Context: an optimization exercise on an open-source flow, tuned for small area. The choices shown serve that exercise and are no tape-out recipe. Function was checked by simulation only, so behaviour that the tests miss may differ from the original. Power figures rest on the tool's default switching activity, not on a simulated workload.

===== design/flow/flow/run.sh =====
#!/bin/bash
# The standard layout (the standard.sh, unchanged synthesis), with two
# options passed to ORFS through its environment:
# - clock tree: clkbuf_16 sink clusters of at most 26 flip-flops within 90 um,
#   without the dummy loads CTS adds to balance the tree;
# - port buffers: sky130_fd_sc_hd__buf_1.
set -euo pipefail
export CTS_ARGS="-sink_clustering_enable -repair_clock_nets -sink_clustering_size 26 -sink_clustering_max_diameter 90 -buf_list sky130_fd_sc_hd__clkbuf_16 -dont_use_dummy_load"
export BUFFER_PORTS_ARGS="-buffer_cell sky130_fd_sc_hd__buf_1"
bash standard.sh > flow.log 2>&1

===== design/flow/standard.sh =====
#!/bin/bash
# synth_recipe.tcl (not shown) runs the flow's synth.tcl, then flattens the netlist and writes it again
# the make line also repeats each setting of config.mk as NAME=value (left out here)
make -C /OpenROAD-flow-scripts/flow DESIGN_CONFIG=/design/flow/config.mk WORK_HOME=/design/flow/orfs CLKGATE_MAP_FILE= SYNTH_SCRIPT=/design/flow/synth_recipe.tcl "${@:-finish}"

===== design/flow/config.mk =====
export PLATFORM = sky130hd
export DESIGN_NAME = bitbang_core
export DESIGN_NICKNAME = bitbang_core
export VERILOG_FILES = /design/flow/design.v
export SDC_FILE = /design/flow/constraint.sdc
export NUM_CORES = 8
export LEC_CHECK = 0
export CAP_MARGIN = 20
export CORE_MARGIN = 2
export CORE_UTILIZATION = 55
export PLACE_DENSITY = 0.65
export SLEW_MARGIN = 20
export SYNTH_HIERARCHICAL = 1

===== design/flow/constraint.sdc =====
create_clock -name core_clock -period 10.0 [get_ports {clk}]
set_input_delay 2.0000 -clock core_clock [delete_from_list [all_inputs] [get_ports {clk}]]
set_output_delay 2.0000 -clock core_clock [all_outputs]
set_load 0.01 [all_outputs]

===== design/flow/design.v =====
module bb_aoi222 (
    input  wire [2:0] a,
    input  wire [2:0] s,
    output wire       y
);
    assign y = ~((a[0] & s[0]) | (a[1] & s[1]) | (a[2] & s[2]));
endmodule
module bb_and2 (
    input  wire a,
    input  wire b,
    output wire y
);
    assign y = a & b;
endmodule
module bb_aoi22 (
    input  wire [1:0] a,
    input  wire [1:0] s,
    output wire       y
);
    assign y = ~((a[0] & s[0]) | (a[1] & s[1]));
endmodule
module bb_nand2 (
    input  wire a,
    input  wire b,
    output wire y
);
    assign y = ~(a & b);
endmodule
module bitbang_core (
    input  wire        clk,
    input  wire        rst,           
    input  wire [10:0] host_addr,     
    input  wire        host_we,
    input  wire [31:0] host_wdata,
    input  wire        host_re,
    output reg  [31:0] host_rdata,    
    output wire        busy,
    output wire        ev_valid,
    output wire [1:0]  ev_kind,       
    output wire [2:0]  ev_role,
    output wire        ev_level,
    output wire [31:0] ev_dur,
    input  wire        ev_ack,
    input  wire        ev_fault,
    input  wire [7:0]  ev_info,
    input  wire        ev_rlevel
);
    localparam [29:0] TICKS = 30'd1000000000;
    localparam [3:0] OP_XLATE = 4'h1, OP_SPI_INIT = 4'h2, OP_SPI_FREE = 4'h3,
                     OP_SPI_XFER = 4'h4, OP_I2C_INIT = 4'h5, OP_I2C_FREE = 4'h6,
                     OP_I2C_WRITE = 4'h7, OP_I2C_READ = 4'h8, OP_I2C_WRRD = 4'h9,
                     OP_SER_INIT = 4'hA, OP_SER_FREE = 4'hB, OP_SER_WRITE = 4'hC,
                     OP_SER_READ = 4'hD;
    localparam [2:0] R_SCK = 3'd0, R_MOSI = 3'd1, R_MISO = 3'd2, R_SCL = 3'd3,
                     R_SDA = 3'd4, R_TX = 3'd5, R_RX = 3'd6;
    localparam [1:0] K_WRITE = 2'd0, K_READ = 2'd1, K_DELAY = 2'd2;
    localparam [2:0] E_OK = 3'd0, E_PIN = 3'd1, E_NACK = 3'd2, E_PARITY = 3'd3,
                     E_FRAME = 3'd4, E_CONFIG = 3'd5, E_ILLEGAL = 3'd6;
    localparam [2:0] PH_START1 = 3'd0, PH_START2 = 3'd1, PH_ADDR1 = 3'd2,
                     PH_ADDR2 = 3'd3, PH_WDATA = 3'd4, PH_RDATA = 3'd5,
                     PH_STOP = 3'd6, PH_FSTOP = 3'd7;
    reg        st_busy, st_done;
    reg [2:0]  st_err;
    reg        spi_valid, i2c_valid, ser_valid;
    reg [11:0] pinerr;               
    reg        po_sck, po_mosi, po_scl, po_sda, po_tx;
    reg [31:0] xl_rate;
    reg [29:0] xl_delay;
    reg [2:0]  spi_cfg;              
    reg [31:0] spi_rate;
    reg [28:0] spi_delay;
    reg [31:0] i2c_rate;
    reg [28:0] i2c_delay;
    reg [5:0]  ser_cfg;              
    reg [31:0] ser_rate;
    reg [29:0] ser_tbit;
    reg [7:0]  ser_rxdata;
    reg        dvp;                  
    reg [3:0]  op;
    reg [6:0]  addr7;                
    reg [7:0]  cnta, cntb;           
    reg [7:0]  bidx;                 
    reg [7:0]  sh;                   
    reg [2:0]  s;                    
    reg [3:0]  k;                    
    reg [2:0]  ph;                   
    reg        pacc;                 
    reg        stop2n;               
    reg        epin;                 
    reg        mwr, mrd;             
    reg [29:0] rem;                  
    wire [29:0] q = {cnta, cntb, sh, addr7[6:1]};
    reg        dph;                  
    reg        dbl;                  
    assign busy = st_busy;
    wire        dv_full  = (op == OP_SER_INIT) | ((op == OP_XLATE) & addr7[0]);
    reg [28:0] ser_thalf;
    reg [29:0] dv_res;               
    function [29:0] inc30(input [29:0] x, input cin, input skip);
        integer i;
        reg c, g;
        begin
            g = cin;
            c = cin;
            for (i = 0; i < 30; i = i + 1) begin
                if (skip && i == 15) begin
                    g = g & (&x[14:0]);
                    c = g;
                end
                inc30[i] = x[i] ^ c;
                c = x[i] & c;
            end
        end
    endfunction
    always @(*) begin
        ser_thalf = inc30({1'b0, ser_tbit[29:1]}, ser_tbit[0], 1'b1);
        dv_res    = inc30({q[29] & dv_full, q[28:0]}, rem != 30'd0, 1'b0);
    end
    wire       spi_cpha  = spi_cfg[0];
    wire       spi_cpol  = spi_cfg[1];
    wire       spi_lsbf  = spi_cfg[2];
    wire [1:0] ser_dbits = ser_cfg[1:0];
    wire       ser_pen   = ser_cfg[2];
    wire       ser_podd  = ser_cfg[3];
    wire       ser_stop2 = ser_cfg[4];
    wire       ser_msbf  = ser_cfg[5];
    wire [3:0] ser_n     = 4'd5 + {2'b00, ser_dbits};
    wire       f_spi  = (op == OP_SPI_XFER);
    wire       f_i2c  = (op == OP_I2C_WRITE) | (op == OP_I2C_READ) | (op == OP_I2C_WRRD);
    wire       f_tx   = (op == OP_SER_WRITE);
    wire       f_rx   = (op == OP_SER_READ);
    wire       f_ser  = f_tx | f_rx;
    wire       f_init = ~f_spi & ~f_i2c & ~f_ser;    
    wire       c_start = (k == 4'd0);
    wire       c_data  = ~c_start & (k <= ser_n);
    wire       c_par   = ser_pen & (k == ser_n + 4'd1);
    wire       c_stop  = ~c_start & ~c_data & ~c_par;
    wire       c_last  = c_stop & (stop2n | ~ser_stop2);
    wire       lsbf    = f_spi ? spi_lsbf : (f_ser & ~ser_msbf);
    wire [2:0] topb    = f_ser ? {1'b1, ser_dbits} : 3'd7;
    wire       sh_out  = lsbf ? sh[0] : sh[topb];
    function [7:0] shifted(input [7:0] v, input din);
        integer j;
        begin
            if (!lsbf) shifted = {v[6:0], din};
            else begin
                for (j = 0; j < 8; j = j + 1)
                    shifted[j] = (j == topb) ? din : ((j == 7) ? 1'b0 : v[(j + 1) % 8]);
            end
        end
    endfunction
    reg        e_valid;
    reg [1:0]  e_kind;
    reg [2:0]  e_role;
    reg        e_level;
    reg        i2c_last_step;
    wire [1:0] i2c_proc = (ph[2:1] == 2'b00) ? 2'd0 :           
                          (ph[2:1] == 2'b11) ? 2'd3 :           
                          (((ph == PH_RDATA) ^ (k == 4'd8)) ? 2'd2 : 2'd1);   
    always @(*) begin
        e_valid = 1'b1;
        e_kind  = K_WRITE;
        e_role  = R_SCK;
        e_level = 1'b1;
        i2c_last_step = 1'b0;
        if (f_spi) begin
            case ({spi_cpha, s})
                4'b0_000: begin e_role = R_MOSI; e_level = sh_out; end
                4'b0_001: e_kind = K_DELAY;
                4'b0_010: begin e_role = R_SCK; e_level = ~spi_cpol; end
                4'b0_011: begin e_kind = K_READ; e_role = R_MISO; end
                4'b0_100: e_kind = K_DELAY;
                4'b0_101: begin e_role = R_SCK; e_level = spi_cpol; end
                4'b1_000: begin e_role = R_SCK; e_level = ~spi_cpol; end
                4'b1_001: begin e_role = R_MOSI; e_level = sh_out; end
                4'b1_010: e_kind = K_DELAY;
                4'b1_011: begin e_role = R_SCK; e_level = spi_cpol; end
                4'b1_100: begin e_kind = K_READ; e_role = R_MISO; end
                default:  e_kind = K_DELAY;
            endcase
        end else if (f_i2c) begin
            case (i2c_proc)
                2'd0: case (s)    
                    3'd0: e_role = R_SDA;
                    3'd1: e_kind = K_DELAY;
                    3'd2: e_role = R_SCL;
                    3'd3: begin e_kind = K_READ; e_role = R_SCL; end
                    3'd4: e_kind = K_DELAY;
                    3'd5: begin e_role = R_SDA; e_level = 1'b0; end
                    3'd6: e_kind = K_DELAY;
                    default: begin e_role = R_SCL; e_level = 1'b0; i2c_last_step = 1'b1; end
                endcase
                2'd1: case (s)    
                    3'd0: begin
                        e_role = R_SDA;
                        e_level = (ph == PH_RDATA) ? (cntb == 8'd1) : sh[7];
                    end
                    3'd1: e_kind = K_DELAY;
                    3'd2: e_role = R_SCL;
                    3'd3: begin e_kind = K_READ; e_role = R_SCL; end
                    3'd4: e_kind = K_DELAY;
                    default: begin e_role = R_SCL; e_level = 1'b0; i2c_last_step = 1'b1; end
                endcase
                2'd2: case (s)    
                    3'd0: e_role = R_SDA;
                    3'd1: e_kind = K_DELAY;
                    3'd2: e_role = R_SCL;
                    3'd3: begin e_kind = K_READ; e_role = R_SCL; end
                    3'd4: e_kind = K_DELAY;
                    3'd5: begin e_kind = K_READ; e_role = R_SDA; end
                    default: begin e_role = R_SCL; e_level = 1'b0; i2c_last_step = 1'b1; end
                endcase
                default: case (s)    
                    3'd0: begin e_role = R_SCL; e_level = 1'b0; end
                    3'd1: begin e_role = R_SDA; e_level = 1'b0; end
                    3'd2: e_kind = K_DELAY;
                    3'd3: e_role = R_SCL;
                    3'd4: begin e_kind = K_READ; e_role = R_SCL; end
                    3'd5: e_kind = K_DELAY;
                    3'd6: e_role = R_SDA;
                    default: begin e_kind = K_DELAY; i2c_last_step = 1'b1; end
                endcase
            endcase
        end else if (f_tx) begin
            if (s == 3'd0) begin
                e_role = R_TX;
                if (c_start)     e_level = 1'b0;
                else if (c_data) e_level = sh_out;
                else if (c_par)  e_level = pacc ^ ser_podd;
            end else
                e_kind = K_DELAY;
        end else if (f_rx) begin
            if (s == 3'd0 || s == 3'd3) begin
                e_kind = K_READ; e_role = R_RX;
            end else
                e_kind = K_DELAY;
        end else begin
            e_valid = (op != OP_XLATE);
            case (op)
                OP_SPI_INIT: e_level = spi_cpol;
                OP_I2C_INIT: e_role = (s == 3'd0) ? R_SCL : R_SDA;
                default:     e_role = R_TX;
            endcase
        end
        if (!st_busy || dvp || mwr || mrd)
            e_valid = 1'b0;
    end
    assign ev_valid = e_valid;
    assign ev_kind  = e_kind;
    assign ev_role  = e_role;
    assign ev_level = e_level;
    assign ev_dur   = {2'b00, f_spi ? {1'b0, spi_delay} :
                              f_i2c ? {1'b0, i2c_delay} :
                              (f_rx && s == 3'd1) ? {1'b0, ser_thalf} : ser_tbit};
    wire ev_done = e_valid & ev_ack;
    wire ev_bad  = ev_done & ev_fault & (e_kind != K_DELAY);
    wire ev_good = ev_done & ~ev_bad;
    wire ev_wr   = (e_kind == K_WRITE);
    wire        dv_dbit  = TICKS[5'd29 - bidx[4:0]];
    wire [29:0] dv_sh    = {rem[28:0], dv_dbit};
    reg  [30:0] dv_rate;
    always @(*) begin
        case (op)
            OP_SPI_INIT: dv_rate = spi_rate[30:0];
            OP_I2C_INIT: dv_rate = i2c_rate[30:0];
            OP_SER_INIT: dv_rate = ser_rate[30:0];
            default:     dv_rate = xl_rate[30:0];
        endcase
    end
    reg  [29:0] dv_diff;
    reg         dv_fits, dv_blo;
    always @(*) begin : dvsub
        integer i;
        reg b;
        b = 1'b0;
        for (i = 0; i < 30; i = i + 1) begin
            if (i == 15) begin
                dv_blo = b;
                b = dbl;
            end
            dv_diff[i] = dv_sh[i] ^ dv_rate[i] ^ b;
            b = (~dv_sh[i] & dv_rate[i]) | (~(dv_sh[i] ^ dv_rate[i]) & b);
        end
        dv_fits = ~(b | dv_rate[30]);
    end
    wire        dv_last  = (bidx[4:0] == {4'b1110, dv_full});
    wire        aligned  = (host_addr[1:0] == 2'b00);
    wire        hw       = host_we & aligned & ~st_busy;
    wire        hw_cmd   = hw & (host_addr == 11'h000);
    wire [3:0]  c_op     = host_wdata[3:0];
    wire [7:0]  c_lena   = host_wdata[23:16];
    wire [7:0]  c_lenb   = host_wdata[31:24];
    reg         c_illegal, c_rate_bad;
    wire        xl_bad   = xl_rate[31]  | (xl_rate  == 32'd0);
    wire        spi_bad  = spi_rate[31] | (spi_rate == 32'd0);
    wire        i2c_bad  = i2c_rate[31] | (i2c_rate == 32'd0);
    wire        ser_bad  = ser_rate[31] | (ser_rate == 32'd0);
    always @(*) begin
        case (c_op)
            OP_XLATE:     c_illegal = 1'b0;
            OP_SPI_INIT:  c_illegal = spi_valid;
            OP_SPI_FREE,
            OP_SPI_XFER:  c_illegal = ~spi_valid;
            OP_I2C_INIT:  c_illegal = i2c_valid;
            OP_I2C_FREE,
            OP_I2C_WRITE,
            OP_I2C_READ:  c_illegal = ~i2c_valid;
            OP_I2C_WRRD:  c_illegal = ~i2c_valid | (({1'b0, c_lena} + {1'b0, c_lenb}) > 9'd256);
            OP_SER_INIT:  c_illegal = ser_valid;
            OP_SER_FREE,
            OP_SER_WRITE,
            OP_SER_READ:  c_illegal = ~ser_valid;
            default:      c_illegal = 1'b1;
        endcase
        case (c_op)
            OP_SPI_INIT:  c_rate_bad = spi_bad;
            OP_I2C_INIT:  c_rate_bad = i2c_bad;
            OP_SER_INIT:  c_rate_bad = ser_bad;
            default:      c_rate_bad = xl_bad;
        endcase
    end
    wire [7:0]  b_idx      = st_busy ? bidx : host_addr[9:2];
    wire        b_we       = (hw & host_addr[10]) | (st_busy & mwr);
    reg  [7:0]  s_rd;
    wire [7:0]  b_wd       = rst ? 8'd0 : (~b_we ? s_rd : (st_busy ? sh : host_wdata[7:0]));
    reg  [15:0] b_pa, b_pb;
    always @(*) begin : pdec
        integer i;
        for (i = 0; i < 16; i = i + 1) begin
            b_pa[i] = rst | (b_idx[3:0] == i[3:0]);
            b_pb[i] = rst | (b_idx[7:4] == i[3:0]);
        end
    end
    wire [255:0] b_sel;
    reg  [15:0] h_pa, h_pb;
    always @(*) begin : hdec
        integer i;
        for (i = 0; i < 16; i = i + 1) begin
            h_pa[i] = (host_addr[5:2] == i[3:0]);
            h_pb[i] = (host_addr[9:6] == i[3:0]);
        end
    end
    wire [255:0] h_sel;
    reg  [7:0]   b_rd;
    wire [2047:0] b_flat;
    genvar gi, gb;
    generate
        for (gi = 0; gi < 256; gi = gi + 1) begin : g_buf
            reg [7:0] m;
            always @(posedge clk)
                if (b_sel[gi])
                    m <= b_wd;
            assign b_flat[gi*8 +: 8] = m;
        end
        for (gi = 0; gi < 256; gi = gi + 1) begin : g_dec
            bb_and2 u_d (.a(b_pa[gi % 16]), .b(b_pb[gi / 16]), .y(b_sel[gi]));
        end
        for (gb = 0; gb < 8; gb = gb + 1) begin : g_rd
            wire [85:0] y;
            for (gi = 0; gi < 85; gi = gi + 1) begin : g_t
                bb_aoi222 u_t (
                    .a({b_flat[(3*gi+2)*8+gb], b_flat[(3*gi+1)*8+gb], b_flat[(3*gi)*8+gb]}),
                    .s(b_sel[3*gi+2:3*gi]),
                    .y(y[gi]));
            end
            assign y[85] = ~(b_flat[255*8+gb] & b_sel[255]);
            always @(*) s_rd[gb] = ~&y;
        end
        for (gi = 0; gi < 256; gi = gi + 1) begin : g_hdec
            bb_and2 u_d (.a(h_pa[gi % 16]), .b(h_pb[gi / 16]), .y(h_sel[gi]));
        end
        for (gb = 0; gb < 8; gb = gb + 1) begin : g_hrd
            wire [85:0] y;
            for (gi = 0; gi < 85; gi = gi + 1) begin : g_t
                bb_aoi222 u_t (
                    .a({b_flat[(3*gi+2)*8+gb], b_flat[(3*gi+1)*8+gb], b_flat[(3*gi)*8+gb]}),
                    .s(h_sel[3*gi+2:3*gi]),
                    .y(y[gi]));
            end
            assign y[85] = ~(b_flat[255*8+gb] & h_sel[255]);
            always @(*) b_rd[gb] = ~&y;
        end
    endgenerate
    wire        rd_reg = aligned & ~rst & (host_addr[10:7] == 4'd0);
    wire        rs_st  = rd_reg & (host_addr[6:2] == 5'h01);
    wire        rs_pe  = rd_reg & (host_addr[6:2] == 5'h02);
    wire        rs_po  = rd_reg & (host_addr[6:2] == 5'h03);
    wire        rs_xr  = rd_reg & (host_addr[6:2] == 5'h04);
    wire        rs_xd  = rd_reg & (host_addr[6:2] == 5'h05);
    wire        rs_sc  = rd_reg & (host_addr[6:2] == 5'h08);
    wire        rs_sr  = rd_reg & (host_addr[6:2] == 5'h09);
    wire        rs_sd  = rd_reg & (host_addr[6:2] == 5'h0A);
    wire        rs_ir  = rd_reg & (host_addr[6:2] == 5'h0C);
    wire        rs_id  = rd_reg & (host_addr[6:2] == 5'h0D);
    wire        rs_ec  = rd_reg & (host_addr[6:2] == 5'h10);
    wire        rs_er  = rd_reg & (host_addr[6:2] == 5'h11);
    wire        rs_et  = rd_reg & (host_addr[6:2] == 5'h12);
    wire        rs_eh  = rd_reg & (host_addr[6:2] == 5'h13);
    wire        rs_rx  = rd_reg & (host_addr[6:2] == 5'h14);
    wire        rs_bf  = aligned & ~rst & host_addr[10];
    wire [31:0] rd_val;
    wire rdt0_0, rdt0_1, rdt0_2, rdt0_3, rdt0_4, rdt0_5;
    bb_aoi222 u_rdt0_0 (.a({po_sck, pinerr[0], st_busy}), .s({rs_po, rs_pe, rs_st}), .y(rdt0_0));
    bb_aoi222 u_rdt0_1 (.a({spi_cfg[0], xl_delay[0], xl_rate[0]}), .s({rs_sc, rs_xd, rs_xr}), .y(rdt0_1));
    bb_aoi222 u_rdt0_2 (.a({i2c_rate[0], spi_delay[0], spi_rate[0]}), .s({rs_ir, rs_sd, rs_sr}), .y(rdt0_2));
    bb_aoi222 u_rdt0_3 (.a({ser_rate[0], ser_cfg[0], i2c_delay[0]}), .s({rs_er, rs_ec, rs_id}), .y(rdt0_3));
    bb_aoi222 u_rdt0_4 (.a({ser_rxdata[0], ser_thalf[0], ser_tbit[0]}), .s({rs_rx, rs_eh, rs_et}), .y(rdt0_4));
    bb_nand2 u_rdt0_5 (.a(b_rd[0]), .b(rs_bf), .y(rdt0_5));
    assign rd_val[0] = ~&{rdt0_0, rdt0_1, rdt0_2, rdt0_3, rdt0_4, rdt0_5};
    wire rdt1_0, rdt1_1, rdt1_2, rdt1_3, rdt1_4, rdt1_5;
    bb_aoi222 u_rdt1_0 (.a({po_mosi, pinerr[1], st_done}), .s({rs_po, rs_pe, rs_st}), .y(rdt1_0));
    bb_aoi222 u_rdt1_1 (.a({spi_cfg[1], xl_delay[1], xl_rate[1]}), .s({rs_sc, rs_xd, rs_xr}), .y(rdt1_1));
    bb_aoi222 u_rdt1_2 (.a({i2c_rate[1], spi_delay[1], spi_rate[1]}), .s({rs_ir, rs_sd, rs_sr}), .y(rdt1_2));
    bb_aoi222 u_rdt1_3 (.a({ser_rate[1], ser_cfg[1], i2c_delay[1]}), .s({rs_er, rs_ec, rs_id}), .y(rdt1_3));
    bb_aoi222 u_rdt1_4 (.a({ser_rxdata[1], ser_thalf[1], ser_tbit[1]}), .s({rs_rx, rs_eh, rs_et}), .y(rdt1_4));
    bb_nand2 u_rdt1_5 (.a(b_rd[1]), .b(rs_bf), .y(rdt1_5));
    assign rd_val[1] = ~&{rdt1_0, rdt1_1, rdt1_2, rdt1_3, rdt1_4, rdt1_5};
    wire rdt2_0, rdt2_1, rdt2_2, rdt2_3, rdt2_4;
    bb_aoi222 u_rdt2_0 (.a({xl_delay[2], xl_rate[2], pinerr[2]}), .s({rs_xd, rs_xr, rs_pe}), .y(rdt2_0));
    bb_aoi222 u_rdt2_1 (.a({spi_delay[2], spi_rate[2], spi_cfg[2]}), .s({rs_sd, rs_sr, rs_sc}), .y(rdt2_1));
    bb_aoi222 u_rdt2_2 (.a({ser_cfg[2], i2c_delay[2], i2c_rate[2]}), .s({rs_ec, rs_id, rs_ir}), .y(rdt2_2));
    bb_aoi222 u_rdt2_3 (.a({ser_thalf[2], ser_tbit[2], ser_rate[2]}), .s({rs_eh, rs_et, rs_er}), .y(rdt2_3));
    bb_aoi22 u_rdt2_4 (.a({b_rd[2], ser_rxdata[2]}), .s({rs_bf, rs_rx}), .y(rdt2_4));
    assign rd_val[2] = ~&{rdt2_0, rdt2_1, rdt2_2, rdt2_3, rdt2_4};
    wire rdt3_0, rdt3_1, rdt3_2, rdt3_3, rdt3_4;
    bb_aoi222 u_rdt3_0 (.a({xl_rate[3], po_scl, pinerr[3]}), .s({rs_xr, rs_po, rs_pe}), .y(rdt3_0));
    bb_aoi222 u_rdt3_1 (.a({spi_delay[3], spi_rate[3], xl_delay[3]}), .s({rs_sd, rs_sr, rs_xd}), .y(rdt3_1));
    bb_aoi222 u_rdt3_2 (.a({ser_cfg[3], i2c_delay[3], i2c_rate[3]}), .s({rs_ec, rs_id, rs_ir}), .y(rdt3_2));
    bb_aoi222 u_rdt3_3 (.a({ser_thalf[3], ser_tbit[3], ser_rate[3]}), .s({rs_eh, rs_et, rs_er}), .y(rdt3_3));
    bb_aoi22 u_rdt3_4 (.a({b_rd[3], ser_rxdata[3]}), .s({rs_bf, rs_rx}), .y(rdt3_4));
    assign rd_val[3] = ~&{rdt3_0, rdt3_1, rdt3_2, rdt3_3, rdt3_4};
    wire rdt4_0, rdt4_1, rdt4_2, rdt4_3, rdt4_4;
    bb_aoi222 u_rdt4_0 (.a({xl_rate[4], po_sda, st_err[0]}), .s({rs_xr, rs_po, rs_st}), .y(rdt4_0));
    bb_aoi222 u_rdt4_1 (.a({spi_delay[4], spi_rate[4], xl_delay[4]}), .s({rs_sd, rs_sr, rs_xd}), .y(rdt4_1));
    bb_aoi222 u_rdt4_2 (.a({ser_cfg[4], i2c_delay[4], i2c_rate[4]}), .s({rs_ec, rs_id, rs_ir}), .y(rdt4_2));
    bb_aoi222 u_rdt4_3 (.a({ser_thalf[4], ser_tbit[4], ser_rate[4]}), .s({rs_eh, rs_et, rs_er}), .y(rdt4_3));
    bb_aoi22 u_rdt4_4 (.a({b_rd[4], ser_rxdata[4]}), .s({rs_bf, rs_rx}), .y(rdt4_4));
    assign rd_val[4] = ~&{rdt4_0, rdt4_1, rdt4_2, rdt4_3, rdt4_4};
    wire rdt5_0, rdt5_1, rdt5_2, rdt5_3, rdt5_4;
    bb_aoi222 u_rdt5_0 (.a({xl_rate[5], po_tx, st_err[1]}), .s({rs_xr, rs_po, rs_st}), .y(rdt5_0));
    bb_aoi222 u_rdt5_1 (.a({spi_delay[5], spi_rate[5], xl_delay[5]}), .s({rs_sd, rs_sr, rs_xd}), .y(rdt5_1));
    bb_aoi222 u_rdt5_2 (.a({ser_cfg[5], i2c_delay[5], i2c_rate[5]}), .s({rs_ec, rs_id, rs_ir}), .y(rdt5_2));
    bb_aoi222 u_rdt5_3 (.a({ser_thalf[5], ser_tbit[5], ser_rate[5]}), .s({rs_eh, rs_et, rs_er}), .y(rdt5_3));
    bb_aoi22 u_rdt5_4 (.a({b_rd[5], ser_rxdata[5]}), .s({rs_bf, rs_rx}), .y(rdt5_4));
    assign rd_val[5] = ~&{rdt5_0, rdt5_1, rdt5_2, rdt5_3, rdt5_4};
    wire rdt6_0, rdt6_1, rdt6_2, rdt6_3;
    bb_aoi222 u_rdt6_0 (.a({xl_delay[6], xl_rate[6], st_err[2]}), .s({rs_xd, rs_xr, rs_st}), .y(rdt6_0));
    bb_aoi222 u_rdt6_1 (.a({i2c_rate[6], spi_delay[6], spi_rate[6]}), .s({rs_ir, rs_sd, rs_sr}), .y(rdt6_1));
    bb_aoi222 u_rdt6_2 (.a({ser_tbit[6], ser_rate[6], i2c_delay[6]}), .s({rs_et, rs_er, rs_id}), .y(rdt6_2));
    bb_aoi222 u_rdt6_3 (.a({b_rd[6], ser_rxdata[6], ser_thalf[6]}), .s({rs_bf, rs_rx, rs_eh}), .y(rdt6_3));
    assign rd_val[6] = ~&{rdt6_0, rdt6_1, rdt6_2, rdt6_3};
    wire rdt7_0, rdt7_1, rdt7_2, rdt7_3;
    bb_aoi222 u_rdt7_0 (.a({spi_rate[7], xl_delay[7], xl_rate[7]}), .s({rs_sr, rs_xd, rs_xr}), .y(rdt7_0));
    bb_aoi222 u_rdt7_1 (.a({i2c_delay[7], i2c_rate[7], spi_delay[7]}), .s({rs_id, rs_ir, rs_sd}), .y(rdt7_1));
    bb_aoi222 u_rdt7_2 (.a({ser_thalf[7], ser_tbit[7], ser_rate[7]}), .s({rs_eh, rs_et, rs_er}), .y(rdt7_2));
    bb_aoi22 u_rdt7_3 (.a({b_rd[7], ser_rxdata[7]}), .s({rs_bf, rs_rx}), .y(rdt7_3));
    assign rd_val[7] = ~&{rdt7_0, rdt7_1, rdt7_2, rdt7_3};
    wire rdt8_0, rdt8_1, rdt8_2, rdt8_3;
    bb_aoi222 u_rdt8_0 (.a({xl_rate[8], pinerr[4], spi_valid}), .s({rs_xr, rs_pe, rs_st}), .y(rdt8_0));
    bb_aoi222 u_rdt8_1 (.a({spi_delay[8], spi_rate[8], xl_delay[8]}), .s({rs_sd, rs_sr, rs_xd}), .y(rdt8_1));
    bb_aoi222 u_rdt8_2 (.a({ser_rate[8], i2c_delay[8], i2c_rate[8]}), .s({rs_er, rs_id, rs_ir}), .y(rdt8_2));
    bb_aoi22 u_rdt8_3 (.a({ser_thalf[8], ser_tbit[8]}), .s({rs_eh, rs_et}), .y(rdt8_3));
    assign rd_val[8] = ~&{rdt8_0, rdt8_1, rdt8_2, rdt8_3};
    wire rdt9_0, rdt9_1, rdt9_2, rdt9_3;
    bb_aoi222 u_rdt9_0 (.a({xl_rate[9], pinerr[5], i2c_valid}), .s({rs_xr, rs_pe, rs_st}), .y(rdt9_0));
    bb_aoi222 u_rdt9_1 (.a({spi_delay[9], spi_rate[9], xl_delay[9]}), .s({rs_sd, rs_sr, rs_xd}), .y(rdt9_1));
    bb_aoi222 u_rdt9_2 (.a({ser_rate[9], i2c_delay[9], i2c_rate[9]}), .s({rs_er, rs_id, rs_ir}), .y(rdt9_2));
    bb_aoi22 u_rdt9_3 (.a({ser_thalf[9], ser_tbit[9]}), .s({rs_eh, rs_et}), .y(rdt9_3));
    assign rd_val[9] = ~&{rdt9_0, rdt9_1, rdt9_2, rdt9_3};
    wire rdt10_0, rdt10_1, rdt10_2, rdt10_3;
    bb_aoi222 u_rdt10_0 (.a({xl_rate[10], pinerr[6], ser_valid}), .s({rs_xr, rs_pe, rs_st}), .y(rdt10_0));
    bb_aoi222 u_rdt10_1 (.a({spi_delay[10], spi_rate[10], xl_delay[10]}), .s({rs_sd, rs_sr, rs_xd}), .y(rdt10_1));
    bb_aoi222 u_rdt10_2 (.a({ser_rate[10], i2c_delay[10], i2c_rate[10]}), .s({rs_er, rs_id, rs_ir}), .y(rdt10_2));
    bb_aoi22 u_rdt10_3 (.a({ser_thalf[10], ser_tbit[10]}), .s({rs_eh, rs_et}), .y(rdt10_3));
    assign rd_val[10] = ~&{rdt10_0, rdt10_1, rdt10_2, rdt10_3};
    wire rdt11_0, rdt11_1, rdt11_2, rdt11_3;
    bb_aoi222 u_rdt11_0 (.a({xl_delay[11], xl_rate[11], pinerr[7]}), .s({rs_xd, rs_xr, rs_pe}), .y(rdt11_0));
    bb_aoi222 u_rdt11_1 (.a({i2c_rate[11], spi_delay[11], spi_rate[11]}), .s({rs_ir, rs_sd, rs_sr}), .y(rdt11_1));
    bb_aoi222 u_rdt11_2 (.a({ser_tbit[11], ser_rate[11], i2c_delay[11]}), .s({rs_et, rs_er, rs_id}), .y(rdt11_2));
    bb_nand2 u_rdt11_3 (.a(ser_thalf[11]), .b(rs_eh), .y(rdt11_3));
    assign rd_val[11] = ~&{rdt11_0, rdt11_1, rdt11_2, rdt11_3};
    wire rdt12_0, rdt12_1, rdt12_2, rdt12_3;
    bb_aoi222 u_rdt12_0 (.a({xl_delay[12], xl_rate[12], pinerr[8]}), .s({rs_xd, rs_xr, rs_pe}), .y(rdt12_0));
    bb_aoi222 u_rdt12_1 (.a({i2c_rate[12], spi_delay[12], spi_rate[12]}), .s({rs_ir, rs_sd, rs_sr}), .y(rdt12_1));
    bb_aoi222 u_rdt12_2 (.a({ser_tbit[12], ser_rate[12], i2c_delay[12]}), .s({rs_et, rs_er, rs_id}), .y(rdt12_2));
    bb_nand2 u_rdt12_3 (.a(ser_thalf[12]), .b(rs_eh), .y(rdt12_3));
    assign rd_val[12] = ~&{rdt12_0, rdt12_1, rdt12_2, rdt12_3};
    wire rdt13_0, rdt13_1, rdt13_2, rdt13_3;
    bb_aoi222 u_rdt13_0 (.a({xl_delay[13], xl_rate[13], pinerr[9]}), .s({rs_xd, rs_xr, rs_pe}), .y(rdt13_0));
    bb_aoi222 u_rdt13_1 (.a({i2c_rate[13], spi_delay[13], spi_rate[13]}), .s({rs_ir, rs_sd, rs_sr}), .y(rdt13_1));
    bb_aoi222 u_rdt13_2 (.a({ser_tbit[13], ser_rate[13], i2c_delay[13]}), .s({rs_et, rs_er, rs_id}), .y(rdt13_2));
    bb_nand2 u_rdt13_3 (.a(ser_thalf[13]), .b(rs_eh), .y(rdt13_3));
    assign rd_val[13] = ~&{rdt13_0, rdt13_1, rdt13_2, rdt13_3};
    wire rdt14_0, rdt14_1, rdt14_2, rdt14_3;
    bb_aoi222 u_rdt14_0 (.a({xl_delay[14], xl_rate[14], pinerr[10]}), .s({rs_xd, rs_xr, rs_pe}), .y(rdt14_0));
    bb_aoi222 u_rdt14_1 (.a({i2c_rate[14], spi_delay[14], spi_rate[14]}), .s({rs_ir, rs_sd, rs_sr}), .y(rdt14_1));
    bb_aoi222 u_rdt14_2 (.a({ser_tbit[14], ser_rate[14], i2c_delay[14]}), .s({rs_et, rs_er, rs_id}), .y(rdt14_2));
    bb_nand2 u_rdt14_3 (.a(ser_thalf[14]), .b(rs_eh), .y(rdt14_3));
    assign rd_val[14] = ~&{rdt14_0, rdt14_1, rdt14_2, rdt14_3};
    wire rdt15_0, rdt15_1, rdt15_2, rdt15_3;
    bb_aoi222 u_rdt15_0 (.a({xl_delay[15], xl_rate[15], pinerr[11]}), .s({rs_xd, rs_xr, rs_pe}), .y(rdt15_0));
    bb_aoi222 u_rdt15_1 (.a({i2c_rate[15], spi_delay[15], spi_rate[15]}), .s({rs_ir, rs_sd, rs_sr}), .y(rdt15_1));
    bb_aoi222 u_rdt15_2 (.a({ser_tbit[15], ser_rate[15], i2c_delay[15]}), .s({rs_et, rs_er, rs_id}), .y(rdt15_2));
    bb_nand2 u_rdt15_3 (.a(ser_thalf[15]), .b(rs_eh), .y(rdt15_3));
    assign rd_val[15] = ~&{rdt15_0, rdt15_1, rdt15_2, rdt15_3};
    wire rdt16_0, rdt16_1, rdt16_2;
    bb_aoi222 u_rdt16_0 (.a({spi_rate[16], xl_delay[16], xl_rate[16]}), .s({rs_sr, rs_xd, rs_xr}), .y(rdt16_0));
    bb_aoi222 u_rdt16_1 (.a({i2c_delay[16], i2c_rate[16], spi_delay[16]}), .s({rs_id, rs_ir, rs_sd}), .y(rdt16_1));
    bb_aoi222 u_rdt16_2 (.a({ser_thalf[16], ser_tbit[16], ser_rate[16]}), .s({rs_eh, rs_et, rs_er}), .y(rdt16_2));
    assign rd_val[16] = ~&{rdt16_0, rdt16_1, rdt16_2};
    wire rdt17_0, rdt17_1, rdt17_2;
    bb_aoi222 u_rdt17_0 (.a({spi_rate[17], xl_delay[17], xl_rate[17]}), .s({rs_sr, rs_xd, rs_xr}), .y(rdt17_0));
    bb_aoi222 u_rdt17_1 (.a({i2c_delay[17], i2c_rate[17], spi_delay[17]}), .s({rs_id, rs_ir, rs_sd}), .y(rdt17_1));
    bb_aoi222 u_rdt17_2 (.a({ser_thalf[17], ser_tbit[17], ser_rate[17]}), .s({rs_eh, rs_et, rs_er}), .y(rdt17_2));
    assign rd_val[17] = ~&{rdt17_0, rdt17_1, rdt17_2};
    wire rdt18_0, rdt18_1, rdt18_2;
    bb_aoi222 u_rdt18_0 (.a({spi_rate[18], xl_delay[18], xl_rate[18]}), .s({rs_sr, rs_xd, rs_xr}), .y(rdt18_0));
    bb_aoi222 u_rdt18_1 (.a({i2c_delay[18], i2c_rate[18], spi_delay[18]}), .s({rs_id, rs_ir, rs_sd}), .y(rdt18_1));
    bb_aoi222 u_rdt18_2 (.a({ser_thalf[18], ser_tbit[18], ser_rate[18]}), .s({rs_eh, rs_et, rs_er}), .y(rdt18_2));
    assign rd_val[18] = ~&{rdt18_0, rdt18_1, rdt18_2};
    wire rdt19_0, rdt19_1, rdt19_2;
    bb_aoi222 u_rdt19_0 (.a({spi_rate[19], xl_delay[19], xl_rate[19]}), .s({rs_sr, rs_xd, rs_xr}), .y(rdt19_0));
    bb_aoi222 u_rdt19_1 (.a({i2c_delay[19], i2c_rate[19], spi_delay[19]}), .s({rs_id, rs_ir, rs_sd}), .y(rdt19_1));
    bb_aoi222 u_rdt19_2 (.a({ser_thalf[19], ser_tbit[19], ser_rate[19]}), .s({rs_eh, rs_et, rs_er}), .y(rdt19_2));
    assign rd_val[19] = ~&{rdt19_0, rdt19_1, rdt19_2};
    wire rdt20_0, rdt20_1, rdt20_2;
    bb_aoi222 u_rdt20_0 (.a({spi_rate[20], xl_delay[20], xl_rate[20]}), .s({rs_sr, rs_xd, rs_xr}), .y(rdt20_0));
    bb_aoi222 u_rdt20_1 (.a({i2c_delay[20], i2c_rate[20], spi_delay[20]}), .s({rs_id, rs_ir, rs_sd}), .y(rdt20_1));
    bb_aoi222 u_rdt20_2 (.a({ser_thalf[20], ser_tbit[20], ser_rate[20]}), .s({rs_eh, rs_et, rs_er}), .y(rdt20_2));
    assign rd_val[20] = ~&{rdt20_0, rdt20_1, rdt20_2};
    wire rdt21_0, rdt21_1, rdt21_2;
    bb_aoi222 u_rdt21_0 (.a({spi_rate[21], xl_delay[21], xl_rate[21]}), .s({rs_sr, rs_xd, rs_xr}), .y(rdt21_0));
    bb_aoi222 u_rdt21_1 (.a({i2c_delay[21], i2c_rate[21], spi_delay[21]}), .s({rs_id, rs_ir, rs_sd}), .y(rdt21_1));
    bb_aoi222 u_rdt21_2 (.a({ser_thalf[21], ser_tbit[21], ser_rate[21]}), .s({rs_eh, rs_et, rs_er}), .y(rdt21_2));
    assign rd_val[21] = ~&{rdt21_0, rdt21_1, rdt21_2};
    wire rdt22_0, rdt22_1, rdt22_2;
    bb_aoi222 u_rdt22_0 (.a({spi_rate[22], xl_delay[22], xl_rate[22]}), .s({rs_sr, rs_xd, rs_xr}), .y(rdt22_0));
    bb_aoi222 u_rdt22_1 (.a({i2c_delay[22], i2c_rate[22], spi_delay[22]}), .s({rs_id, rs_ir, rs_sd}), .y(rdt22_1));
    bb_aoi222 u_rdt22_2 (.a({ser_thalf[22], ser_tbit[22], ser_rate[22]}), .s({rs_eh, rs_et, rs_er}), .y(rdt22_2));
    assign rd_val[22] = ~&{rdt22_0, rdt22_1, rdt22_2};
    wire rdt23_0, rdt23_1, rdt23_2;
    bb_aoi222 u_rdt23_0 (.a({spi_rate[23], xl_delay[23], xl_rate[23]}), .s({rs_sr, rs_xd, rs_xr}), .y(rdt23_0));
    bb_aoi222 u_rdt23_1 (.a({i2c_delay[23], i2c_rate[23], spi_delay[23]}), .s({rs_id, rs_ir, rs_sd}), .y(rdt23_1));
    bb_aoi222 u_rdt23_2 (.a({ser_thalf[23], ser_tbit[23], ser_rate[23]}), .s({rs_eh, rs_et, rs_er}), .y(rdt23_2));
    assign rd_val[23] = ~&{rdt23_0, rdt23_1, rdt23_2};
    wire rdt24_0, rdt24_1, rdt24_2;
    bb_aoi222 u_rdt24_0 (.a({spi_rate[24], xl_delay[24], xl_rate[24]}), .s({rs_sr, rs_xd, rs_xr}), .y(rdt24_0));
    bb_aoi222 u_rdt24_1 (.a({i2c_delay[24], i2c_rate[24], spi_delay[24]}), .s({rs_id, rs_ir, rs_sd}), .y(rdt24_1));
    bb_aoi222 u_rdt24_2 (.a({ser_thalf[24], ser_tbit[24], ser_rate[24]}), .s({rs_eh, rs_et, rs_er}), .y(rdt24_2));
    assign rd_val[24] = ~&{rdt24_0, rdt24_1, rdt24_2};
    wire rdt25_0, rdt25_1, rdt25_2;
    bb_aoi222 u_rdt25_0 (.a({spi_rate[25], xl_delay[25], xl_rate[25]}), .s({rs_sr, rs_xd, rs_xr}), .y(rdt25_0));
    bb_aoi222 u_rdt25_1 (.a({i2c_delay[25], i2c_rate[25], spi_delay[25]}), .s({rs_id, rs_ir, rs_sd}), .y(rdt25_1));
    bb_aoi222 u_rdt25_2 (.a({ser_thalf[25], ser_tbit[25], ser_rate[25]}), .s({rs_eh, rs_et, rs_er}), .y(rdt25_2));
    assign rd_val[25] = ~&{rdt25_0, rdt25_1, rdt25_2};
    wire rdt26_0, rdt26_1, rdt26_2;
    bb_aoi222 u_rdt26_0 (.a({spi_rate[26], xl_delay[26], xl_rate[26]}), .s({rs_sr, rs_xd, rs_xr}), .y(rdt26_0));
    bb_aoi222 u_rdt26_1 (.a({i2c_delay[26], i2c_rate[26], spi_delay[26]}), .s({rs_id, rs_ir, rs_sd}), .y(rdt26_1));
    bb_aoi222 u_rdt26_2 (.a({ser_thalf[26], ser_tbit[26], ser_rate[26]}), .s({rs_eh, rs_et, rs_er}), .y(rdt26_2));
    assign rd_val[26] = ~&{rdt26_0, rdt26_1, rdt26_2};
    wire rdt27_0, rdt27_1, rdt27_2;
    bb_aoi222 u_rdt27_0 (.a({spi_rate[27], xl_delay[27], xl_rate[27]}), .s({rs_sr, rs_xd, rs_xr}), .y(rdt27_0));
    bb_aoi222 u_rdt27_1 (.a({i2c_delay[27], i2c_rate[27], spi_delay[27]}), .s({rs_id, rs_ir, rs_sd}), .y(rdt27_1));
    bb_aoi222 u_rdt27_2 (.a({ser_thalf[27], ser_tbit[27], ser_rate[27]}), .s({rs_eh, rs_et, rs_er}), .y(rdt27_2));
    assign rd_val[27] = ~&{rdt27_0, rdt27_1, rdt27_2};
    wire rdt28_0, rdt28_1, rdt28_2;
    bb_aoi222 u_rdt28_0 (.a({spi_rate[28], xl_delay[28], xl_rate[28]}), .s({rs_sr, rs_xd, rs_xr}), .y(rdt28_0));
    bb_aoi222 u_rdt28_1 (.a({i2c_delay[28], i2c_rate[28], spi_delay[28]}), .s({rs_id, rs_ir, rs_sd}), .y(rdt28_1));
    bb_aoi222 u_rdt28_2 (.a({ser_thalf[28], ser_tbit[28], ser_rate[28]}), .s({rs_eh, rs_et, rs_er}), .y(rdt28_2));
    assign rd_val[28] = ~&{rdt28_0, rdt28_1, rdt28_2};
    wire rdt29_0, rdt29_1;
    bb_aoi222 u_rdt29_0 (.a({spi_rate[29], xl_delay[29], xl_rate[29]}), .s({rs_sr, rs_xd, rs_xr}), .y(rdt29_0));
    bb_aoi222 u_rdt29_1 (.a({ser_tbit[29], ser_rate[29], i2c_rate[29]}), .s({rs_et, rs_er, rs_ir}), .y(rdt29_1));
    assign rd_val[29] = ~&{rdt29_0, rdt29_1};
    wire rdt30_0, rdt30_1;
    bb_aoi222 u_rdt30_0 (.a({i2c_rate[30], spi_rate[30], xl_rate[30]}), .s({rs_ir, rs_sr, rs_xr}), .y(rdt30_0));
    bb_nand2 u_rdt30_1 (.a(ser_rate[30]), .b(rs_er), .y(rdt30_1));
    assign rd_val[30] = ~&{rdt30_0, rdt30_1};
    wire rdt31_0, rdt31_1;
    bb_aoi222 u_rdt31_0 (.a({i2c_rate[31], spi_rate[31], xl_rate[31]}), .s({rs_ir, rs_sr, rs_xr}), .y(rdt31_0));
    bb_nand2 u_rdt31_1 (.a(ser_rate[31]), .b(rs_er), .y(rdt31_1));
    assign rd_val[31] = ~&{rdt31_0, rdt31_1};
    always @(posedge clk)
        if (rst | host_re)
            host_rdata <= rd_val;
    wire [31:0] hwd     = host_wdata & {32{~rst}};
    wire [29:0] dres    = dv_res & {30{~rst}};
    wire        w_xlr   = hw & (host_addr == 11'h010);
    wire        w_spic  = hw & (host_addr == 11'h020) & ~spi_valid;
    wire        w_spir  = hw & (host_addr == 11'h024) & ~spi_valid;
    wire        w_i2cr  = hw & (host_addr == 11'h030) & ~i2c_valid;
    wire        w_serc  = hw & (host_addr == 11'h040) & ~ser_valid;
    wire        w_serr  = hw & (host_addr == 11'h044) & ~ser_valid;
    wire        init_ok = st_busy & f_init & ~dvp &
                          ((op == OP_XLATE) | (ev_good & ~((op == OP_I2C_INIT) & (s == 3'd0))));
    always @(posedge clk) begin
        if (rst | w_xlr)  xl_rate  <= hwd;
        if (rst | w_spic) spi_cfg  <= hwd[2:0];
        if (rst | w_spir) spi_rate <= hwd;
        if (rst | w_i2cr) i2c_rate <= hwd;
        if (rst | w_serc) ser_cfg  <= {hwd[5:2], host_wdata[1:0] | {2{rst}}};
        if (rst | w_serr) ser_rate <= hwd;
        if (rst | (init_ok & (op == OP_XLATE)))    xl_delay  <= dres;
        if (rst | (init_ok & (op == OP_SPI_INIT))) spi_delay <= dres[28:0];
        if (rst | (init_ok & (op == OP_I2C_INIT))) i2c_delay <= dres[28:0];
        if (rst | (init_ok & (op == OP_SER_INIT))) ser_tbit  <= dres;
    end
    task finish(input [2:0] code);
        begin
            st_err  <= code;
            st_done <= 1'b1;
            st_busy <= 1'b0;
        end
    endtask
    task finish_pin(input [11:0] pin);
        begin
            finish(E_PIN);
            pinerr <= pin;
        end
    endtask
    wire [11:0] ev_pin = {ev_info, ev_wr, e_role};
    always @(posedge clk) begin
        if (rst) begin
            st_busy    <= 1'b0;
            st_done    <= 1'b0;
            st_err     <= 3'd0;
            spi_valid  <= 1'b0;
            i2c_valid  <= 1'b0;
            ser_valid  <= 1'b0;
            pinerr     <= 12'd0;
            po_sck     <= 1'b0;
            po_mosi    <= 1'b0;
            po_scl     <= 1'b1;
            po_sda     <= 1'b1;
            po_tx      <= 1'b1;
            ser_rxdata <= 8'd0;
        end else begin
            if (ev_good && ev_wr) begin
                case (e_role)
                    R_SCK:  po_sck  <= e_level;
                    R_MOSI: po_mosi <= e_level;
                    R_SCL:  po_scl  <= e_level;
                    R_SDA:  po_sda  <= e_level;
                    R_TX:   po_tx   <= e_level;
                    default: ;
                endcase
            end
            if (!st_busy) begin
                if (hw_cmd) begin
                    op      <= c_op;
                    addr7   <= host_wdata[10:4];
                    cnta    <= c_lena;
                    cntb    <= c_lenb;
                    st_done <= 1'b0;
                    st_err  <= 3'd0;
                    bidx    <= 8'd0;
                    s       <= 3'd0;
                    k       <= 4'd0;
                    ph      <= PH_START1;
                    sh      <= (c_op == OP_SER_READ) ? 8'd0 : c_lena;
                    pacc    <= 1'b0;
                    stop2n  <= 1'b0;
                    rem     <= 30'd0;
                    mwr     <= 1'b0;
                    mrd     <= (c_op == OP_SPI_XFER);
                    dph     <= 1'b0;
                    dvp     <= (c_op == OP_XLATE) | (c_op == OP_SPI_INIT) |
                               (c_op == OP_I2C_INIT) | (c_op == OP_SER_INIT);
                    if (c_illegal) begin
                        finish(E_ILLEGAL);
                    end else begin
                        case (c_op)
                            OP_XLATE, OP_SPI_INIT, OP_I2C_INIT, OP_SER_INIT: begin
                                if (c_rate_bad) finish(E_CONFIG);
                                else st_busy <= 1'b1;
                            end
                            OP_SPI_FREE: begin spi_valid <= 1'b0; finish(E_OK); end
                            OP_I2C_FREE: begin i2c_valid <= 1'b0; finish(E_OK); end
                            OP_SER_FREE: begin ser_valid <= 1'b0; finish(E_OK); end
                            OP_SPI_XFER: begin
                                if (c_lena == 8'd0) finish(E_OK);
                                else st_busy <= 1'b1;
                            end
                            default: st_busy <= 1'b1;    
                        endcase
                    end
                end
            end else if (mwr) begin
                mwr  <= 1'b0;
                bidx <= bidx + 8'd1;
                if (f_spi) begin
                    cnta <= cnta - 8'd1;
                    if (cnta == 8'd1) finish(E_OK);
                    else mrd <= 1'b1;
                end else begin
                    cntb <= cntb - 8'd1;
                    if (cntb == 8'd1) ph <= PH_STOP;
                end
            end else if (mrd) begin
                mrd <= 1'b0;
                sh  <= s_rd;
            end else if (f_init) begin
                if (dvp) begin
                    dph <= ~dph;
                    dbl <= dv_blo;
                    if (dph) begin
                        bidx <= bidx + 8'd1;
                        rem  <= dv_fits ? dv_diff : dv_sh;
                        {cnta, cntb, sh, addr7[6:1]} <= {q[28:0], dv_fits};
                        if (dv_last) dvp <= 1'b0;
                    end
                end else if (op == OP_XLATE) begin
                    finish(E_OK);
                end else if (ev_done) begin
                    if (ev_bad) finish_pin(ev_pin);
                    else if (op == OP_I2C_INIT && s == 3'd0) s <= 3'd1;
                    else begin
                        finish(E_OK);
                        case (op)
                            OP_SPI_INIT: spi_valid <= 1'b1;
                            OP_I2C_INIT: i2c_valid <= 1'b1;
                            default:     ser_valid <= 1'b1;
                        endcase
                    end
                end
            end else if (f_spi) begin
                if (ev_done) begin
                    if (ev_bad) finish_pin(ev_pin);
                    else begin
                        if (s == (spi_cpha ? 3'd4 : 3'd3))
                            sh <= shifted(sh, ev_rlevel);
                        if (s != 3'd5) s <= s + 3'd1;
                        else begin
                            s <= 3'd0;
                            k <= {1'b0, k[2:0] + 3'd1};
                            if (k[2:0] == 3'd7) mwr <= 1'b1;
                        end
                    end
                end
            end else if (f_i2c) begin
                if (ev_done) begin
                    if (ev_bad) begin
                        if (ph == PH_FSTOP) begin
                            if (epin) finish_pin({sh, k});
                            else finish(E_NACK);
                        end else if (ph == PH_STOP)
                            finish_pin(ev_pin);
                        else begin
                            epin <= 1'b1;
                            sh   <= ev_info;
                            k    <= {ev_wr, e_role};
                            ph   <= PH_FSTOP;
                            s    <= 3'd0;
                        end
                    end else if (e_kind == K_READ && e_role == R_SCL && !ev_rlevel) begin
                    end else if (!i2c_last_step) begin
                        s <= s + 3'd1;
                        if ((i2c_proc == 2'd1 && s == 3'd0 && ph != PH_RDATA) ||
                            (i2c_proc == 2'd2 && s == 3'd5))
                            sh <= {sh[6:0], ev_rlevel};
                    end else begin
                        s <= 3'd0;
                        case (ph)
                            PH_START1, PH_START2: begin
                                ph <= (ph == PH_START1) ? PH_ADDR1 : PH_ADDR2;
                                sh <= {addr7, (ph == PH_START2) || (op == OP_I2C_READ)};
                                k  <= 4'd0;
                            end
                            PH_STOP: finish(E_OK);
                            PH_FSTOP: begin
                                if (epin) finish_pin({sh, k});
                                else finish(E_NACK);
                            end
                            PH_RDATA: begin
                                if (k != 4'd8) k <= k + 4'd1;
                                else begin
                                    k   <= 4'd0;
                                    mwr <= 1'b1;
                                end
                            end
                            default: begin   
                                if (k != 4'd8) k <= k + 4'd1;
                                else begin
                                    k <= 4'd0;
                                    if (sh[0]) begin
                                        epin <= 1'b0;
                                        ph   <= PH_FSTOP;
                                    end else if (ph == PH_ADDR2 || op == OP_I2C_READ) begin
                                        ph <= (cntb != 8'd0) ? PH_RDATA : PH_STOP;
                                    end else begin
                                        if (ph == PH_WDATA) begin
                                            bidx <= bidx + 8'd1;
                                            cnta <= cnta - 8'd1;
                                        end
                                        if ((ph == PH_WDATA) ? (cnta != 8'd1) : (cnta != 8'd0)) begin
                                            ph  <= PH_WDATA;
                                            mrd <= 1'b1;
                                        end else
                                            ph <= (op == OP_I2C_WRRD) ? PH_START2 : PH_STOP;
                                    end
                                end
                            end
                        endcase
                    end
                end
            end else if (f_tx) begin
                if (ev_done) begin
                    if (ev_bad) finish_pin(ev_pin);
                    else if (s == 3'd0) begin
                        s <= 3'd1;
                        if (c_data) begin
                            pacc <= pacc ^ sh_out;
                            sh   <= shifted(sh, 1'b0);
                        end
                    end else begin
                        s <= 3'd0;
                        if (c_last) finish(E_OK);
                        else if (c_stop) stop2n <= 1'b1;
                        else k <= k + 4'd1;
                    end
                end
            end else begin
                if (ev_done) begin
                    if (ev_bad) finish_pin(ev_pin);
                    else case (s)
                        3'd0: if (!ev_rlevel) s <= 3'd1;
                        3'd1: begin s <= 3'd2; k <= 4'd1; end
                        3'd2: s <= 3'd3;
                        default: begin
                            s <= 3'd2;
                            if (c_data) begin
                                sh   <= shifted(sh, ev_rlevel);
                                pacc <= pacc ^ ev_rlevel;
                                k    <= k + 4'd1;
                            end else if (c_par) begin
                                if (ev_rlevel != (pacc ^ ser_podd)) finish(E_PARITY);
                                else k <= k + 4'd1;
                            end else begin
                                if (!ev_rlevel) finish(E_FRAME);
                                else if (c_last) begin
                                    ser_rxdata <= sh;
                                    finish(E_OK);
                                end else stop2n <= 1'b1;
                            end
                        end
                    endcase
                end
            end
        end
    end
endmodule

==> results of run 1 <==
-- stage by stage --
stage | setup TNS, ns | hold slack, ns | area (µm²)
global placement | 0 | 0.4950 | 110400
detailed placement | 0 | 0.5059 | 110400
finish | 0 | 0.5129 | 113500
global route | 0 | 0.5473 | 113400
CTS | 0 | 0.5178 | 113300
floorplan | -251.65 | 0.4490 | 105900
-- per-module statistics from Yosys (local to each module, per instance) --
module | cell area, µm² | cells inside | copies in the design | flip-flops and latches
bb_and2 | 6.256 | 1 | 512 | 0
bitbang_core | 87840 | 4712 | 1 | 2459
bb_aoi22 | 12.51 | 1 | 8 | 0
bb_nand2 | 3.754 | 1 | 9 | 0
bb_aoi222 | 10.01 | 1 | 1460 | 0
-- power by group --
group	internal, mW	total, mW	switching (mW)
clock network	2.04	5.14	3.10
logic	0.348	1.56	1.21
registers	12.0	12.3	0.297
-- area by class of cell --
class,count,area (µm²),area share
sequential,2459,73510,0.6475
multi-input combinational,4037,31920,0.2811
tap,2511,3142,0.02767
clock buffer,115,2878,0.02535
timing repair buffer,275,1674,0.01474
inverter,65,244.0,0.002149
antenna,67,167.7,0.001477
-- critical path: stages, from the launching register on --
cell      delay, ns
edfxtp_1       0.75
nand2b_1       0.37
nor3_2         0.09
buf_4          0.21
nor3_2         0.22
buf_4          0.32
a21boi_0       0.18
fa_1           0.44
fa_1           0.40
fa_1           0.40
fa_1           0.40
fa_1           0.39
fa_1           0.39
fa_1           0.39
fa_1           0.40
fa_1           0.40
fa_1           0.39
fa_1           0.39
fa_1           0.39
fa_1           0.38
fa_1           0.38
nand4_1        0.56
buf_4          0.34
nor2_1         0.06
o21a_1         0.18
-- logic make-up (layout without fill, tap and decap cells) --
| family | Yosys count | after routing | synth area share |
|---|---|---|---|
| flip-flops | 2459 | 2459 | 0.6949 |
| AO/OA/AOI/OAI | 2009 | 2009 | 0.1752 |
| AND/OR/NAND/NOR | 1804 | 1804 | 0.09597 |
| buffers and inverters | 206 | 455 | 0.007759 |
| adder cells (fa/ha/maj) | 126 | 126 | 0.01703 |
| multiplexers | 77 | 77 | 0.007558 |
| XOR/XNOR | 19 | 19 | 0.001573 |
| other | 1 | 69 | 0.00003545 |
-- worst max-delay path by stage --
stage / from / to / slack [ns] / cells past startpoint
3_5_place_dp: op[0]$_DFFE_PP_ / rem[0]$_SDFFCE_PN0P_ / 0.99 / 24
5_1_grt: op[0]$_DFFE_PP_ / rem[0]$_SDFFCE_PN0P_ / 0.59 / 24
6_report: op[0]$_DFFE_PP_ / rem[0]$_SDFFCE_PN0P_ / 0.96 / 24
4_1_cts: op[0]$_DFFE_PP_ / rem[0]$_SDFFCE_PN0P_ / 1.0 / 24
2_1_floorplan: host_addr[2] / g_buf[0].m[6]$_DFFE_PP_ / -0.98 / 12
3_3_place_gp: op[0]$_DFFE_PP_ / rem[0]$_SDFFCE_PN0P_ / 1.13 / 24
-- Yosys cell counts, types with 11 or more instances --
cell / count / area share
xnor2_1: 12 / 0.00099
o21ai_0: 103 / 0.0049
ha_1: 96 / 0.011
nor4_1: 127 / 0.0075
nand4_1: 363 / 0.021
mux2_2: 19 / 0.0020
or2_2: 14 / 0.00083
mux2i_1: 57 / 0.0054
nand3_1: 87 / 0.0041
inv_1: 63 / 0.0022
a21oi_1: 93 / 0.0044
o32ai_1: 11 / 0.00091
a211oi_1: 42 / 0.0030
nor2b_1: 78 / 0.0046
buf_2: 11 / 0.00052
nand2_1: 299 / 0.011
a222oi_1: 1490 / 0.14
nor2_1: 153 / 0.0054
clkbuf_1: 111 / 0.0039
o31ai_1: 14 / 0.00099
o211ai_1: 11 / 0.00078
dfxtp_1: 33 / 0.0062
o22ai_1: 17 / 0.0010
fa_1: 30 / 0.0057
and3_1: 13 / 0.00077
a22oi_1: 64 / 0.0045
and2_1: 522 / 0.031
nor3_1: 52 / 0.0025
buf_1: 13 / 0.00046
nand2b_1: 27 / 0.0016
a21boi_0: 27 / 0.0019
edfxtp_1: 2426 / 0.69
or4_1: 13 / 0.00092
a31oi_1: 26 / 0.0015
-- state kept, by name, indices dropped and copies added, names as in the netlist, 6 cells and up --
signal      flops
pinerr         12
bidx            8
spi_rate       32
spi_delay      29
xl_rate        32
ser_cfg         6
addr7           7
host_rdata     32
ser_rxdata      8
sh              8
cntb            8
xl_delay       30
ser_tbit       30
cnta            8
i2c_rate       32
g_buf.m      2048
ser_rate       32
rem            30
i2c_delay      29
-- routing by layer --
metal	part of all wire	wire (µm)
met1	0.37	138300
met2	0.45	167600
met3	0.12	43580
met4	0.059	22060
met5	0.000073	27
==> results.toml, run 1 <==
[sta]
fin_ws_ns = 0.9551
tightest_slew_ns = 1.304
setup_viol = 0
hold_viol_final = 0
fin_crit_sh = 0.9045
clock_skew_ns = 0.1164
relSlewSlack = 0.1216
period_minus_slack_ns = 9.045
fmax_mhz = 110.6
report.final.slew_viol_count = 0
rsz0062_at_grt = "no"

[cts]
post_cts_buffers = 0
cts_buffers = 115
cts.clk_slew.worst_paths_ns = 0.08
cts_tree = "yes"
cts-root-buf = "clkbuf_16"
cts_resized = 0
cts_htree_levels = 3
cts_hold_buf = 0
clkLatencyLatePin_ns = 0.84
clock_path_buffers = 3
clock_sinks = 2459

[worst_hold_path]
hold_start = "pinerr[6]$_SDFFE_PP0P_"
hold_depth = 2
hold_class = "flop to flop"
hold_end = "pinerr[6]$_SDFFE_PP0P_"

[floorplan]
die_x_um = 442.6
num_io_pins = 130
rows = 160
die_y_um = 442.6
initial_core_util = 0.5551
dieArea_um2 = 195900
core_area_um2 = 190600

[grt]
grt_pass1_wl_mm = 522.2
met2_usage = 0.5556
grt-ovfl-total = 0
grt_max_degree = 206
busiest_layer = "met2"
grt.total_usage = 0.3661
grt.met3_usage = 0.07190
use_met1 = 0.5038
antenna_found_initial = 42
grt_pass1_vias = 71590

[detailed_routing]
drt_iter0_markers = 18250
drc = 0
first_pass_iters = 17
routed_wl_mm = 371.6
vias_per_cell = 8.118
ant_nets = 0
wl_per_cell_um = 39.00
via_count = 77360

[worst_setup_path]
cp.required_ns = 10.54
critPathKind = "flop to flop"
start_kind = "flop"
critPathMaxFanout = 28
cp.arrival_ns = 9.58
reg2reg_to = "rem[0]$_SDFFCE_PN0P_"
end_kind = "flop"
r2r_slack_ns = 0.96
reg2reg_depth = 24
r2r_start = "op[0]$_DFFE_PP_"

[placement]
dp_hpwl_mm = 249.6
placed_cells_incl_taps = 9346
gp_congestion = 1.017
io_buffers = 127
preCtsSetupSlack_ns = 0.9939

[logic_synthesis]
ys_async_sr_fraction = 0
synth_edf_count = 2426
synthCells = 6701
ys_seq_area_frac = 0.6949
avgSynthCellArea_um2 = 15.79
yosys_most_used_dff = "edfxtp_1"
ys_warn_count = 7
yosysUniqueCellTypes = 105
ys_seq_elements = 2459
netlist_area_um2 = 105800

[pwr]
p_per_area_nw_per_um2 = 167.0
leakagePower_nw = 35.49
finalPower_mw = 18.96
irDropWorstVdd_mv = 0.1728

[cells_and_area]
fin_cells = 9529
final_cell_mix = "edfxtp_1 (2,426), a222oi_1 (1,490), and2_1 (522)"
syn_to_final_growth_pct = 7.325
layout.nets = 7137
fin_util = 0.5957
drive_above_1_share = 0.05884
layout_commonest_cell = "edfxtp_1"
fillCellCount = 14490

[outcome]
status = "no timing/DRC/antenna violations"

[job]
max_cap_viol_count = 0
==> run 2: changes to the inputs <==
--- a/design/flow/config.mk
+++ b/design/flow/config.mk
@@ -9,4 +9,4 @@
 export CORE_MARGIN = 2
-export CORE_UTILIZATION = 55
-export PLACE_DENSITY = 0.65
+export CORE_UTILIZATION = 62
+export PLACE_DENSITY = 0.78
 export SLEW_MARGIN = 20
==> results.toml, run 2 <==
[outcome]
status = "no timing/DRC/antenna violations"

[placement]
gp_congestion = 1.037
io_buffers = 127
dpl_cell_area_um2 = 110100
preCtsSetupSlack_ns = 1.027
dp_hpwl_mm = 237.1

[logic_synthesis]
synth_edf_count = 2426
ys_seq_area_frac = 0.6949
avgSynthCellArea_um2 = 15.79
synth_area_leaders = "edfxtp_1 (69%), a222oi_1 (14%), and2_1 (3.1%), nand4_1 (2.1%), ha_1 (1.1%)"
ys_warn_count = 7
synth_largest_area_cell = "edfxtp_1"
ys_seq_elements = 2459
synth_common_cells = "edfxtp_1 (2,426), a222oi_1 (1,490), and2_1 (522), nand4_1 (363), nand2_1 (299)"
yosys_most_used_dff = "edfxtp_1"
ys_async_sr_fraction = 0
netlist_area_um2 = 105800
synth_top_area_frac = 0.6886
yosysUniqueCellTypes = 105
synthCells = 6701
synth_most_common_cell = "edfxtp_1"

[cts]
post_cts_buffers = 0
clock_path_buffers = 3
cts_resized = 0
cts_tree = "yes"
cts-root-buf = "clkbuf_16"
cts_buffers = 108
cts.clk_slew.worst_paths_ns = 0.11
cts_htree_levels = 3
clock_sinks = 2459
cts_hold_buf = 0
clkLatencyLatePin_ns = 0.80

[detailed_routing]
top_layer = "met5"
wl_per_cell_um = 38.80
first_pass_iters = 17
met3_length_mm = 56.30
vias_per_cell = 8.588
dr_wl_met2_mm = 160.2
via_count = 79800
routed_wl_mm = 360.6
drt_iter0_markers = 23100
wl_met1_mm = 119.0
drc = 0
ant_nets = 0

[floorplan]
num_io_pins = 130
rows = 151
die_y_um = 417.1
die_x_um = 417.1
dieArea_um2 = 174000
core_area_um2 = 169500
initial_core_util = 0.6242

[cells_and_area]
largest_reg_flops = 2048
fin_util = 0.6682
drive_above_1_share = 0.05955
fillCellCount = 11520
regMostFlops = "g_buf.m"
syn_to_final_growth_pct = 7.049
design_area_um2 = 113200
layout.nets = 7138
layout_commonest_cell = "edfxtp_1"
final_cell_mix = "edfxtp_1 (2,426), a222oi_1 (1,490), and2_1 (522)"

[pwr]
p_int_mw = 14.24
irDropWorstVdd_mv = 0.1694
p_per_area_nw_per_um2 = 165.8
switching_share = 0.2417
seqPwrFrac = 0.653
comb_power_share = 0.083
leakagePower_nw = 35.46
power_frac_clock = 0.264
p_switching_mw = 4.538

[sta]
period_minus_slack_ns = 9.074
fmax_mhz = 110.2
relSlewSlack = 0.09737
tightest_slew_ns = 1.351
hold_viol_final = 0
whs_ns = 0.5165
setup_viol = 0
rsz0062_at_grt = "no"
fin_crit_sh = 0.9074
report.final.slew_viol_count = 0
fin_ws_ns = 0.9258
clock_skew_ns = 0.07442
fin_setup_tns_ns = 0

[grt]
grt.total_usage = 0.4005
grt_pass1_vias = 72730
antenna_found_initial = 55
grt_max_degree = 257
grt-ovfl-total = 0
grt_pass1_wl_mm = 509.2

[worst_setup_path]
cp.arrival_ns = 9.67
end_kind = "flop"
start_kind = "flop"
critPathMaxFanout = 32
cp.required_ns = 10.59
critPathKind = "flop to flop"

[job]
max_cap_viol_count = 0

[worst_hold_path]
hold_class = "flop to flop"
[run 2: final timing paths]
kind	startpoint	end	slack, ns	cells after the start
setup / recovery	op[1]$_DFFE_PP_	rem[29]$_SDFFCE_PN0P_	0.93	25
hold / removal	pinerr[5]$_SDFFE_PP0P_	pinerr[5]$_SDFFE_PP0P_	0.52	2
setup reg to reg	op[1]$_DFFE_PP_	rem[29]$_SDFFCE_PN0P_	0.93	25
hold reg to reg	pinerr[5]$_SDFFE_PP0P_	pinerr[5]$_SDFFE_PP0P_	0.52	2
[run 2: cell type report]
| class | instances | area, µm² | area share |
|---|---|---|---|
| flip-flops and latches | 2459 | 73510 | 0.6492 |
| inverters | 65 | 244.0 | 0.002154 |
| multi-input cells | 4037 | 31920 | 0.2819 |
| well taps | 2218 | 2775 | 0.02451 |
| clock buffers | 108 | 2703 | 0.02386 |
| diodes | 122 | 305.3 | 0.002696 |
| repair buffers | 283 | 1785 | 0.01577 |
[run 2: kinds of logic (layout without fill, tap and decap cells)]
group                      count (synthesis)  in the layout  synth area share
muxes                                     77             77          0.007558
AOI/OAI and AO/OA                       2009           2009            0.1752
adders and majority gates                126            126           0.01703
DFF                                     2459           2459            0.6949
and+or+nand+nor                         1804           1804           0.09597
buffers and inverters                    206            456          0.007759
xor gates and xnor gates                  19             19          0.001573
other                                      1            124        0.00003545
[run 2: worst max-delay path, stage by stage (launching register included)]
cell	delay, ns
edfxtp_1	0.78
nand2b_1	0.32
nor3_2	0.32
buf_4	0.41
a222oi_1	0.18
nand2_1	0.10
fa_1	0.18
inv_1	0.05
fa_1	0.38
fa_1	0.41
fa_1	0.40
fa_1	0.40
fa_1	0.39
fa_1	0.40
fa_1	0.39
fa_1	0.39
fa_1	0.40
fa_1	0.40
fa_1	0.39
fa_1	0.40
fa_1	0.39
fa_1	0.39
nand4_1	0.48
buf_4	0.32
nand2_1	0.07
a21boi_0	0.18
[run 2: power groups by stage]
stage	combinational, mW	clock [mW]	sequential (mW)
floorplan	0.803	0	12.4
global placement	1.44	0	12.4
detailed placement	1.48	0	12.5
CTS	1.48	4.93	12.2
global route	1.59	5.25	12.3
finish	1.56	4.96	12.3
[run 2: metrics by stage]
step / power (mW) / std cells
5_1_grt: 19.14 / 9188
4_1_cts: 18.65 / 9166
3_3_place_gp: 13.88 / 9057
2_1_floorplan: 13.20 / 6702
3_5_place_dp: 13.95 / 9058
6_report: 18.78 / 9292
[run 2: per-module statistics from Yosys, one instance, submodules excluded]
module        flip-flops and latches  cells  cell area (µm²)
bb_and2                            0      1            6.256
bb_aoi22                           0      1            12.51
bb_aoi222                          0      1            10.01
bb_nand2                           0      1            3.754
bitbang_core                    2459   4712            87840
[run 2: layer usage]
layer  GRT usage  up-vias
met5           0        -
met4      0.2469       24
met3      0.1066     1410
met2      0.5895     8095
met1      0.5359    38870
li1            -    31410

[static timing again, ports no longer ideal]
The results above use ideal ports. As a check the final layouts listed here were re-extracted and re-timed, cells and wires unchanged. Step 1, drivers: a clkbuf_16 drives clk and a buf_2 each remaining input, both assumed. Step 2 times the ports against the registers' clock, not the clock port: input delays grow and output delays shrink by t, the midpoint of the rising clock arrivals with the driver on. a / b / c = ideal / step 1 / step 2; a / b = the first two.
run	t, ns	slack for setup (ns)
run 1	0.868	0.955 / 0.955 / 0.741
run 2	0.860	0.926 / 0.926 / 0.807
After both steps every run listed still meets setup and hold.
